From an optimization exercise on the open Yosys and OpenROAD flow, aimed at small area, a short achievable clock period and few clock cycles; shortcuts taken in it are not production practice.
No run shown here included a check of the RTL's function; only the layout flow was run.
Power is estimated from default activity; no workload was simulated.

File: flow/design.v
module serper_unit (
    input  wire        clk,
    input  wire        rst,
    input  wire        in_valid,
    output wire        in_ready,
    input  wire [15:0] in_w,
    input  wire        in_draining,
    input  wire        in_ce,
    input  wire        in_brk,
    input  wire        in_nine,
    input  wire [15:0] in_bit_time,
    input  wire [18:0] in_frame,
    input  wire [31:0] in_now,
    input  wire [31:0] in_done_at,
    input  wire [18:0] in_frozen_rem,
    input  wire [18:0] in_accum,
    output wire        out_valid,
    output wire        out_noop,
    output wire [19:0] out_baud,
    output wire [18:0] out_tx_period,
    output wire [16:0] out_rx_period,
    output wire        out_resc,
    output wire        out_sched,
    output wire [15:0] out_bit_time,
    output wire [18:0] out_frame,
    output wire [31:0] out_time
);
    localparam BM = 5;             
    localparam BD = 4;             
    localparam NM = 20 / BM;
    localparam ND = 20 / BD;
    localparam [1:0] S_IDLE = 2'd0, S_MUL = 2'd1, S_DIV = 2'd2, S_OUT = 2'd3;
    reg  [1:0]  st;
    reg  [2:0]  cnt;
    reg  [15:0] period;
    reg         period_set;
    reg  [35:0] x;           
    reg  [15:0] dvs;
    wire [14:0] m  = in_w[14:0];
    wire [15:0] m1 = {1'b0, m} + 16'd1;
    wire noop     = period_set && (in_w == period);
    wire resc     = !noop && in_draining && (m1 != in_bit_time);
    wire ceil_md  = in_ce;
    reg [17:0] rate;
    always @(*) begin
        if      (m > 15'd31112) rate = 18'd110;
        else if (m > 15'd11440) rate = 18'd300;
        else if (m > 15'd5729)  rate = 18'd600;
        else if (m > 15'd2864)  rate = 18'd1200;
        else if (m > 15'd1432)  rate = 18'd2400;
        else if (m > 15'd715)   rate = 18'd4800;
        else if (m > 15'd357)   rate = 18'd9600;
        else if (m > 15'd237)   rate = 18'd14400;
        else if (m > 15'd178)   rate = 18'd19200;
        else if (m > 15'd108)   rate = 18'd31400;
        else if (m > 15'd88)    rate = 18'd38400;
        else if (m > 15'd58)    rate = 18'd57600;
        else if (m > 15'd28)    rate = 18'd115200;
        else if (m > 15'd25)    rate = 18'd128000;
        else if (m > 15'd12)    rate = 18'd256000;
        else                    rate = 18'd110;
    end
    assign out_baud = in_w[15] ? {1'b0, rate, 1'b0} : {2'b00, rate};
    wire [18:0] m10 = {1'b0, m1, 2'b00} + {3'b000, m1};       
    assign out_tx_period = {m10[17:0], 1'b0} + (in_w[15] ? {3'b000, m1} : 19'd0);
    assign out_frame     = {m10[17:0], 1'b0} + (in_nine  ? {3'b000, m1} : 19'd0);
    wire rx_big = in_w[15] ? (m >= 15'd82) : (m >= 15'd90);
    assign out_rx_period = rx_big ? out_tx_period[18:2] : 17'd227;
    assign out_bit_time  = m1;
    assign out_noop  = noop;
    assign out_resc  = resc;
    assign out_sched = resc && in_ce && !in_brk;
    wire [32:0] dd    = {1'b0, in_done_at} - {1'b0, in_now};
    wire [18:0] rem_c = dd[32] ? 19'd0 : dd[18:0];
    wire [18:0] mn_a  = (in_accum < in_frame) ? in_accum : in_frame;
    wire [18:0] opa   = in_ce ? (in_brk ? in_frozen_rem : rem_c) : mn_a;
    wire [BM-1:0] c    = x[BM-1:0];
    wire [36+BM:0] msum = {{(BM+1){1'b0}}, x} + (({{(22+BM){1'b0}}, m} * c + c) << 20);
    wire [35:0]   x_mul = msum[35+BM:BM];
    reg  [35:0] x_div;
    reg  [16:0] t;
    reg         ge;
    integer i;
    always @(*) begin
        x_div = x;
        for (i = 0; i < BD; i = i + 1) begin
            t  = {x_div[35:19]};
            ge = t >= {1'b0, dvs};
            if (ge) t = t - {1'b0, dvs};
            x_div = {t[15:0], x_div[18:0], ge};
        end
    end
    assign in_ready  = (st == S_OUT) || (st == S_IDLE && !resc);
    assign out_valid = in_valid && in_ready;
    wire        cin  = ceil_md && (x[35:20] != 16'd0);
    wire [31:0] tadd = (in_ce && !in_brk) ? in_now : 32'd0;
    assign out_time  = tadd + {12'd0, x[19:0]} + {31'd0, cin};
    always @(posedge clk) begin
        if (rst) begin
            st         <= S_IDLE;
            period     <= 16'h0000;
            period_set <= 1'b0;
        end else begin
            if (in_valid && in_ready && !noop) begin
                period     <= in_w;
                period_set <= 1'b1;
            end
            case (st)
                S_IDLE: if (in_valid && resc) begin
                    x   <= {16'd0, 1'b0, opa};
                    dvs <= in_bit_time;
                    cnt <= 3'd0;
                    st  <= S_MUL;
                end
                S_MUL: begin
                    x   <= x_mul;
                    cnt <= cnt + 3'd1;
                    if (cnt == NM - 1) begin
                        cnt <= 3'd0;
                        st  <= S_DIV;
                    end
                end
                S_DIV: begin
                    x   <= x_div;
                    cnt <= cnt + 3'd1;
                    if (cnt == ND - 1)
                        st <= S_OUT;
                end
                default: if (in_valid) st <= S_IDLE;
            endcase
        end
    end
endmodule
File: flow/run.sh
#!/bin/bash
# synth_recipe.tcl (not shown) runs the flow's synth.tcl, then flattens the netlist and writes it again
# the make line also repeats each setting of config.mk as NAME=value (left out here)
make -C /OpenROAD-flow-scripts/flow DESIGN_CONFIG=/design/flow/config.mk WORK_HOME=/design/flow/orfs CLKGATE_MAP_FILE= SYNTH_SCRIPT=/design/flow/synth_recipe.tcl finish
File: flow/config.mk
export PLATFORM = sky130hd
export DESIGN_NAME = serper_unit
export DESIGN_NICKNAME = serper_unit
export VERILOG_FILES = /design/flow/design.v
export SDC_FILE = /design/flow/constraint.sdc
export NUM_CORES = 4
export LEC_CHECK = 0
export CAP_MARGIN = 20
export CORE_MARGIN = 2
export CORE_UTILIZATION = 40
export SLEW_MARGIN = 20
File: flow/constraint.sdc
create_clock -name core_clock -period 12.0 [get_ports {clk}]
set_input_delay 2.4000 -clock core_clock [delete_from_list [all_inputs] [get_ports {clk}]]
set_output_delay 2.4000 -clock core_clock [all_outputs]
set_load 0.01 [all_outputs]
==> metrics.cfg, run 1 <==
[power_and_ir_drop]
ir_drop_uv = 149
p_switching_mw = 2.21
p_int_mw = 2.13
p_sw_share_pct = 51.0
totalPowerFinal_mw = 4.34
power_frac_clock_pct = 6.8
seq_power_share_pct = 8.0
p_comb_share_pct = 85.2
p_per_area_nw_per_um2 = 204
leakage_nw = 9.35

[layout]
mostFrequentLayoutCells = clkdlybuf4s50_1, ha_1, nor2_1
final_common_cell = clkdlybuf4s50_1
fin_nets = 2928
fin_cells = 3063
area_delta_synth_final_pct = 21.5
drive_gt1_share_pct = 5.25

[worst_setup_path]
timing.rr.start = dvs[1]
cp_common_cell = ha_1
cp.required_ps = 12180
r2r_slack_ps = 890
path_delay_family = compound AO/OA/AOI/OAI gates
worst-setup-path-type = reg2reg
critPathBufInv = 5
cp_max_fo = 19
slowest_stage = a2111oi_0
start_kind = flip-flop
crit_path_end_kind = flip-flop
slowest_delay_ps = 550
reg2regPathDepth = 42
reg2reg_to = x[21]
worstPathArrival_ps = 11290

[yosys]
synthesis.area_um2 = 17500
synth_ff_type = edfxtp_1
synth_top_area_cell = ha_1
synth-seq-area-share_pct = 11.6
avgSynthCellArea_um2 = 7.84
synth-edff-count = 55
synth_top_area_share_pct = 17.2
ys_ff_latch = 74
ys_warn_count = 1
synthTopCellsByArea = ha_1, edfxtp_1, xnor2_1
syn_inst = 2232
synthDistinctLibCells = 93
async_reset_ff_share_pct = 0

[sta]
fmax_mhz = 90.0
hold_viol = 0
min_period_ps = 11110
tightest_slew_ps = 992
drv_slew = 0
fin_setup_tns_ps = 0
rsz0062_at_grt = false
final.setup_skew_ps = 10.5
post-route-period-util_pct = 92.6
finalSetupViolCount = 0
fin_hold_ws_ps = 469
relSlewSlack_pct = 33.9
fin_ws_ps = 891

[placement]
numPortBuffers = 285
gp_congestion = 0.930
dp.final_hpwl_mm = 50.5
pre_cts_slack_ps = 941
place_inst = 3046

[routing]
ant_nets = 0
vias = 17300
drt_pass1_iterations = 5
wl_per_cell_um = 20.1
routed_wl_mm = 61.5
dr.first_iter.drc_count = 1304
drt_drc_violations_left = 0
vias_per_cell = 5.66

[cts]
cts_buffer_depth = 2
htree_num_levels = 3
cts_hold_buf = 0
clock_sinks = 74
clockRootBuffer = clkbuf_16
clkTransAtPathRegs_ps = 70
post_cts_buffers = 0
cts_buffers = 9
clk_latency_ps = 360
ctsResizeCount = 0
cts_tree = yes

[status]
outcome = timing/DRC/antenna clean

[grt]
grt_max_degree = 49
grt-ovfl-total = 0
antenna_found_initial = 4
first_global_vias = 17100
grt_usage_pct = 26.5
grt_pass1_wl_mm = 94.1

[die]
core-area_um2 = 43200
start_util_pct = 40.5
num_rows = 76
die_w_um = 213
die_h_um = 213
io_pins = 288
die_area_um2 = 45400

[min_path]
min_delay_path_depth = 2
holdCritPathClass = reg2reg
min_from = period_set
min_to = period_set

[run]
max_cap_violations = 0

==> cell usage after synthesis, types with 16 or more instances <==
cell type  instances
ha_1             241
nor2_1           195
a21oi_1          181
inv_1            175
nand2_1          152
xnor2_1          129
o21ai_0          104
clkbuf_1          67
and2_1            62
edfxtp_1          55
fa_1              55
mux2i_1           55
nand3_1           54
xor2_1            54
a21o_1            53
nor2b_1           50
nor3_1            45
nand2b_1          31
o21a_1            30
mux2_2            29
nand4_1           28
a31oi_1           26
o21bai_1          25
nor4_1            24
and3_1            22
or2_2             20
dfxtp_1           19
a211oi_1          18
or3_1             17
o211ai_1          16
o221a_2           16
==> worst max path at each step <==
stage / from / depth (start not counted) / slack, ps / endpoint
finish: dvs[1] / 42 / 890 / x[21]
global route: dvs[1] / 42 / 120 / x[21]
CTS: dvs[1] / 42 / 880 / x[21]
detailed placement: dvs[1] / 42 / 940 / x[21]
global placement: dvs[1] / 42 / 1170 / x[21]
floorplan: dvs[1] / 45 / 2100 / x[33]
==> layout make-up <==
cell class	count	area, um2
antenna	1	2.50
clock buffer	9	225
clock inverter	7	85.1
fill	4271	21900
inverter	176	661
multi-input combinational	1900	14500
sequential	74	2030
tap	585	732
timing repair buffer	311	3050
==> worst register-to-register path, delay by kind of cell (launching register included) <==
family / cells / cell delay (ps)
AO/OA/AOI/OAI: 21 / 5650
adder cells (fa/ha/maj): 4 / 1140
buffers and inverters: 5 / 960
flip-flops: 1 / 510
multiplexers: 3 / 1070
AND/OR/NAND/NOR: 9 / 1640
==> state kept, by name, summed over array words and instances, names as in the netlist <==
| register | count |
|---|---|
| st | 2 |
| period | 16 |
| x | 36 |
| period_set | 1 |
| dvs | 16 |
| cnt | 3 |
==> power by group through the flow <==
stage / Combinational (mW) / Clock [mW] / Sequential [mW]
after floorplan: 2.67 / 0 / 0.332
after CTS: 3.67 / 0.298 / 0.348
final: 3.70 / 0.294 / 0.349
after global placement: 3.62 / 0 / 0.353
after global routing: 4.04 / 0.304 / 0.352
after detailed placement: 3.64 / 0 / 0.353
==> metrics by stage <==
stage          area [um2]  util, %
3_5_place_dp        20900     48.5
4_1_cts             21300     49.2
3_3_place_gp        20900     48.5
5_1_grt             21300     49.2
2_1_floorplan       17500        -
6_report            21300     49.2
==> metal layers <==
| layer | vias up | wire, um | GRT usage, % |
|---|---|---|---|
| met1 | 8226 | 26800 | 33.9 |
| li1 | 8489 | - | - |
| met4 | 6 | 1650 | 6.73 |
| met5 | - | 35 | 0 |
| met2 | 521 | 29400 | 46.5 |
| met3 | 107 | 3600 | 4.12 |
==> kinds of logic after synthesis <==
family	synth area share (%)
DFF	11.6
and+or+nand+nor	20.9
muxes	5.50
adders and majority gates	23.5
other	0.0214
AOI/OAI and AO/OA	22.0
buffers and inverters	5.91
xor gates and xnor gates	10.4
==> inputs of run 2 (changes only) <==
--- a/flow/design.v
+++ b/flow/design.v
@@ -25,22 +25,17 @@
     output wire [18:0] out_frame,
     output wire [31:0] out_time
 );
-    localparam BM = 5;             
-    localparam BD = 4;             
-    localparam NM = 20 / BM;
-    localparam ND = 20 / BD;
     localparam [1:0] S_IDLE = 2'd0, S_MUL = 2'd1, S_DIV = 2'd2, S_OUT = 2'd3;
     reg  [1:0]  st;
     reg  [2:0]  cnt;
     reg  [15:0] period;
     reg         period_set;
-    reg  [35:0] x;           
-    reg  [15:0] dvs;
+    reg  [35:0] x;
+    reg  [15:0] dvs;         
     wire [14:0] m  = in_w[14:0];
     wire [15:0] m1 = {1'b0, m} + 16'd1;
-    wire noop     = period_set && (in_w == period);
-    wire resc     = !noop && in_draining && (m1 != in_bit_time);
-    wire ceil_md  = in_ce;
+    wire noop = period_set && (in_w == period);
+    wire resc = !noop && in_draining && (m1 != in_bit_time);
     reg [17:0] rate;
     always @(*) begin
         if      (m > 15'd31112) rate = 18'd110;
@@ -74,28 +69,31 @@
     wire [18:0] rem_c = dd[32] ? 19'd0 : dd[18:0];
     wire [18:0] mn_a  = (in_accum < in_frame) ? in_accum : in_frame;
     wire [18:0] opa   = in_ce ? (in_brk ? in_frozen_rem : rem_c) : mn_a;
-    wire [BM-1:0] c    = x[BM-1:0];
-    wire [36+BM:0] msum = {{(BM+1){1'b0}}, x} + (({{(22+BM){1'b0}}, m} * c + c) << 20);
-    wire [35:0]   x_mul = msum[35+BM:BM];
+    wire        a_zero = (opa == 19'd0);
+    wire [2:0] nc = (m1[15:12] != 4'd0) ? 3'd4 :
+                    (m1[11:8]  != 4'd0) ? 3'd3 :
+                    (m1[7:4]   != 4'd0) ? 3'd2 : 3'd1;
+    wire [35:0] x_src = (st == S_IDLE) ? {20'd0, m1} : x;
+    wire [39:0] msum  = {4'd0, x_src} + ({21'd0, opa} * x_src[3:0]) * 40'h10000;
+    wire [35:0] x_mul = msum[39:4];
     reg  [35:0] x_div;
-    reg  [16:0] t;
-    reg         ge;
+    reg  [17:0] t;
     integer i;
     always @(*) begin
         x_div = x;
-        for (i = 0; i < BD; i = i + 1) begin
-            t  = {x_div[35:19]};
-            ge = t >= {1'b0, dvs};
-            if (ge) t = t - {1'b0, dvs};
-            x_div = {t[15:0], x_div[18:0], ge};
+        for (i = 0; i < 4; i = i + 1) begin
+            t     = {1'b0, x_div[35:19]} - {2'b00, dvs};
+            x_div = {(t[17] ? x_div[34:19] : t[15:0]), x_div[18:0], !t[17]};
         end
     end
-    assign in_ready  = (st == S_OUT) || (st == S_IDLE && !resc);
+    assign in_ready  = (st == S_OUT) || (st == S_IDLE && (!resc || a_zero));
     assign out_valid = in_valid && in_ready;
-    wire        cin  = ceil_md && (x[35:20] != 16'd0);
+    wire        fin  = (st == S_OUT);
+    wire        cin  = fin && in_ce && (x[35:20] != 16'd0);
     wire [31:0] tadd = (in_ce && !in_brk) ? in_now : 32'd0;
-    assign out_time  = tadd + {12'd0, x[19:0]} + {31'd0, cin};
+    assign out_time  = tadd + {12'd0, fin ? x[19:0] : 20'd0} + {31'd0, cin};
     always @(posedge clk) begin
+        dvs <= in_bit_time;
         if (rst) begin
             st         <= S_IDLE;
             period     <= 16'h0000;
@@ -106,16 +104,19 @@
                 period_set <= 1'b1;
             end
             case (st)
-                S_IDLE: if (in_valid && resc) begin
-                    x   <= {16'd0, 1'b0, opa};
-                    dvs <= in_bit_time;
-                    cnt <= 3'd0;
-                    st  <= S_MUL;
+                S_IDLE: if (in_valid && resc && !a_zero) begin
+                    x   <= x_mul;
+                    cnt <= 3'd1;
+                    if (nc == 3'd1) begin
+                        cnt <= 3'd0;
+                        st  <= S_DIV;
+                    end else
+                        st  <= S_MUL;
                 end
                 S_MUL: begin
                     x   <= x_mul;
                     cnt <= cnt + 3'd1;
-                    if (cnt == NM - 1) begin
+                    if (cnt + 3'd1 == nc) begin
                         cnt <= 3'd0;
                         st  <= S_DIV;
                     end
@@ -123,7 +124,7 @@
                 S_DIV: begin
                     x   <= x_div;
                     cnt <= cnt + 3'd1;
-                    if (cnt == ND - 1)
+                    if (cnt == nc)
                         st <= S_OUT;
                 end
                 default: if (in_valid) st <= S_IDLE;
==> run 2 against run 1 <==
Against the previous run:
- largest power group unchanged
- area after synthesis is 1.5% higher
- register-to-register slack lost 110 ps
- utilization shrank 0.12 points
- via count up 6.4%
- critical path depth decreased by 3
- clock power decreased by 5%
- clock skew grew 3.8 ps
- still clean on timing, DRC and antenna
==> metrics.cfg, run 2 <==
[worst_setup_path]
worst-setup-path-type = reg2reg
start_kind = flip-flop
cp.required_ps = 12210  ; +30 ps
slowest_stage = or4_4
slowest_delay_ps = 650  ; +100 ps
worstPathArrival_ps = 11430  ; +140 ps
cp_max_fo = 21  ; +2
cp_common_cell = a21oi_1
crit_path_end_kind = flip-flop

[layout]
mostFrequentLayoutCells = clkdlybuf4s50_1, ha_1, nor2_1
area_delta_synth_final_pct = 21.8
reg.largest.list = x: 36 flops, dvs: 16 flops, period: 16 flops
final_common_cell = clkdlybuf4s50_1
fin_area_um2 = 21600  ; +1.7%
fin_nets = 3101  ; +5.9%
drive_gt1_share_pct = 5.17  ; -0.082 points
fillers = 4413  ; +3.3%
top_register = x
largest_register_ffs = 36  ; unchanged

[power_and_ir_drop]
ir_drop_uv = 407  ; +170%
totalPowerFinal_mw = 7.40  ; +70%
leakage_nw = 9.60  ; +2.7%
p_per_area_nw_per_um2 = 342  ; +67%

[grt]
grtUsageMet3_pct = 2.83  ; -1.3 points
grt_max_degree = 60  ; +22%
met2_usage_pct = 43.6  ; -2.9 points
grt-ovfl-total = 0  ; unchanged
grt_usage_pct = 25.7  ; -0.83 points
first_global_vias = 17900  ; +5.0%
antenna_found_initial = 2  ; -2
grt_pass1_wl_mm = 96.1  ; +2.1%
grt.busiest_layer = met2
use_met1_pct = 34.1  ; +0.18 points

[yosys]
synthDistinctLibCells = 93  ; unchanged
synth_ff_type = edfxtp_1
avgSynthCellArea_um2 = 7.37  ; -6.0%
ys_ff_latch = 74  ; unchanged
synthTopCellsByArea = ha_1, xnor2_1, edfxtp_1
synth_top_area_cell = ha_1
ys_warn_count = 1  ; unchanged
async_reset_ff_share_pct = 0  ; unchanged
synth.most_common_cell = ha_1
synthesis.area_um2 = 17800  ; +1.5%
synth-edff-count = 39  ; -29%
syn_inst = 2410  ; +8.0%
synth-seq-area-share_pct = 10.5  ; -1.1 points
synth_top_area_share_pct = 16.2  ; -1.0 points
synth_common_cells = ha_1, nor2_1, inv_1, nand2_1, a21oi_1

[die]
num_rows = 77  ; +1.3%
start_util_pct = 40.3  ; -0.19 points
io_pins = 288  ; unchanged
die_h_um = 215  ; +0.73%
die_w_um = 215  ; +0.73%
die_area_um2 = 46100  ; +1.5%
core-area_um2 = 44000  ; +2.0%

[sta]
fmax_mhz = 89.1  ; -1.0%
relSlewSlack_pct = 27.8  ; -6.1 points
final.setup_skew_ps = 14.3  ; +3.84 ps
fin_hold_ws_ps = 488  ; +18.6 ps
finalSetupViolCount = 0  ; unchanged
min_period_ps = 11220  ; +113 ps
tightest_slew_ps = 1070  ; +74.0 ps
post-route-period-util_pct = 93.5  ; +0.94 points
rsz0062_at_grt = false
drv_slew = 0  ; unchanged
fin_setup_tns_ps = 0  ; unchanged
hold_viol = 0  ; unchanged

[placement]
dp.final_hpwl_mm = 51.0  ; +1.0%
gp_congestion = 0.924  ; -0.63%
numPortBuffers = 285  ; unchanged
placed_cell_area_um2 = 21300  ; +1.8%

[cts]
cts_hold_buf = 0  ; unchanged
cts_buffer_depth = 2  ; unchanged
ctsResizeCount = 0  ; unchanged
htree_num_levels = 3  ; unchanged
clkTransAtPathRegs_ps = 70  ; about the same
cts_buffers = 9  ; unchanged
clock_sinks = 74  ; unchanged
cts_tree = yes
clockRootBuffer = clkbuf_16
clk_latency_ps = 360  ; about the same
post_cts_buffers = 0  ; unchanged

[routing]
ant_nets = 0  ; unchanged
wl_per_cell_um = 18.8  ; -6.2%
drt_drc_violations_left = 0  ; unchanged
routed_wl_mm = 61.5  ; about the same
vias = 18500  ; +6.4%
drt_pass1_iterations = 6  ; +1
dr.first_iter.drc_count = 1226  ; -6.0%
vias_per_cell = 5.65  ; -0.18%

[run]
max_cap_violations = 0  ; unchanged

[status]
outcome = timing/DRC/antenna clean

[min_path]
holdCritPathClass = reg2reg

==> run 2: cells by family (layout without fill, tap and decap cells) <==
| kind of cell | Yosys count | after routing | synth area share (%) |
|---|---|---|---|
| adder cells (fa/ha/maj) | 276 | 276 | 21.3 |
| other | 1 | 4 | 0.0211 |
| AND/OR/NAND/NOR | 880 | 880 | 24.7 |
| flip-flops | 74 | 74 | 10.5 |
| XOR/XNOR | 200 | 200 | 9.86 |
| AO/OA/AOI/OAI | 612 | 612 | 22.7 |
| buffers and inverters | 289 | 549 | 6.29 |
| multiplexers | 78 | 78 | 4.62 |
==> run 2: area by class of cell <==
class | instances | area (um2) | share of cell area (%)
multi-input combinational | 2048 | 14800 | 68.4
timing repair buffer | 323 | 3140 | 14.5
sequential | 74 | 1870 | 8.65
inverter | 210 | 788 | 3.64
tap | 592 | 741 | 3.42
clock buffer | 12 | 236 | 1.09
clock inverter | 4 | 52.6 | 0.243
antenna | 2 | 5.00 | 0.0231
==> run 2: metrics by stage <==
stage | instances | utilization (%) | worst slack, ps
final | 3265 | 49.1 | 778
after global routing | 3264 | 49.1 | 6.13
after detailed placement | 3247 | 48.4 | 550
after global placement | 3247 | 48.4 | 860
after CTS | 3263 | 49.1 | 488
after floorplan | 2411 | - | 509
==> run 2: final timing paths <==
check / start / to / slack (ps) / cells past startpoint
worst max-delay path: dvs[1] / x[21] / 780 / 39
worst min-delay path: period[12] / period[12] / 490 / 2
worst max register to register: dvs[1] / x[21] / 780 / 39
worst min register to register: period[12] / period[12] / 490 / 2
==> run 2: report_power, final <==
group          total, mW  switching [mW]  internal [mW]
combinational       6.66            3.79           2.88
sequential         0.456          0.0656          0.391
clock              0.278           0.116          0.162
==> run 2: worst max-delay path: cells and delay by family, from the launching register on <==
kind / cells / cell delay, ps
buffers and inverters: 3 / 540
multiplexers: 3 / 1070
flip-flops: 1 / 470
adder cells (fa/ha/maj): 4 / 1130
AND/OR/NAND/NOR: 4 / 1060
AO/OA/AOI/OAI: 25 / 6800
==> run 2: layer usage <==
layer	vias up	part of all wire [%]
met3	102	5.3
li1	9077	-
met2	587	47
met5	-	0
met4	0	3.1
met1	8693	45

-- separate check: timing with driven ports --
The results above use ideal ports. As a check the final layouts listed here were re-extracted and re-timed, cells and wires unchanged.
Step 1 (the two cells are an assumption about what drives the block):
set clk [get_ports {clk}]
set_driving_cell -lib_cell sky130_fd_sc_hd__clkbuf_16 $clk
set_driving_cell -lib_cell sky130_fd_sc_hd__buf_2 [delete_from_list [all_inputs] $clk]
Step 2 also shifts input and output timing later by t, the mid clock arrival at the registers, as if the neighbouring blocks saw the same clock.
Three values: ideal ports, drivers, drivers and shift; two values: the first two.
| run | t (ns) | setup WS [ns] | worst setup path after step 2 | pins driven straight from the clock port |
|---|---|---|---|---|
| run 1 | 0.389 | 0.891 / 0.891 / 0.891 | register to register | 1 |
| run 2 | 0.399 | 0.778 / 0.778 / 0.778 | register to register | 1 |
After both steps every run listed still meets setup and hold.
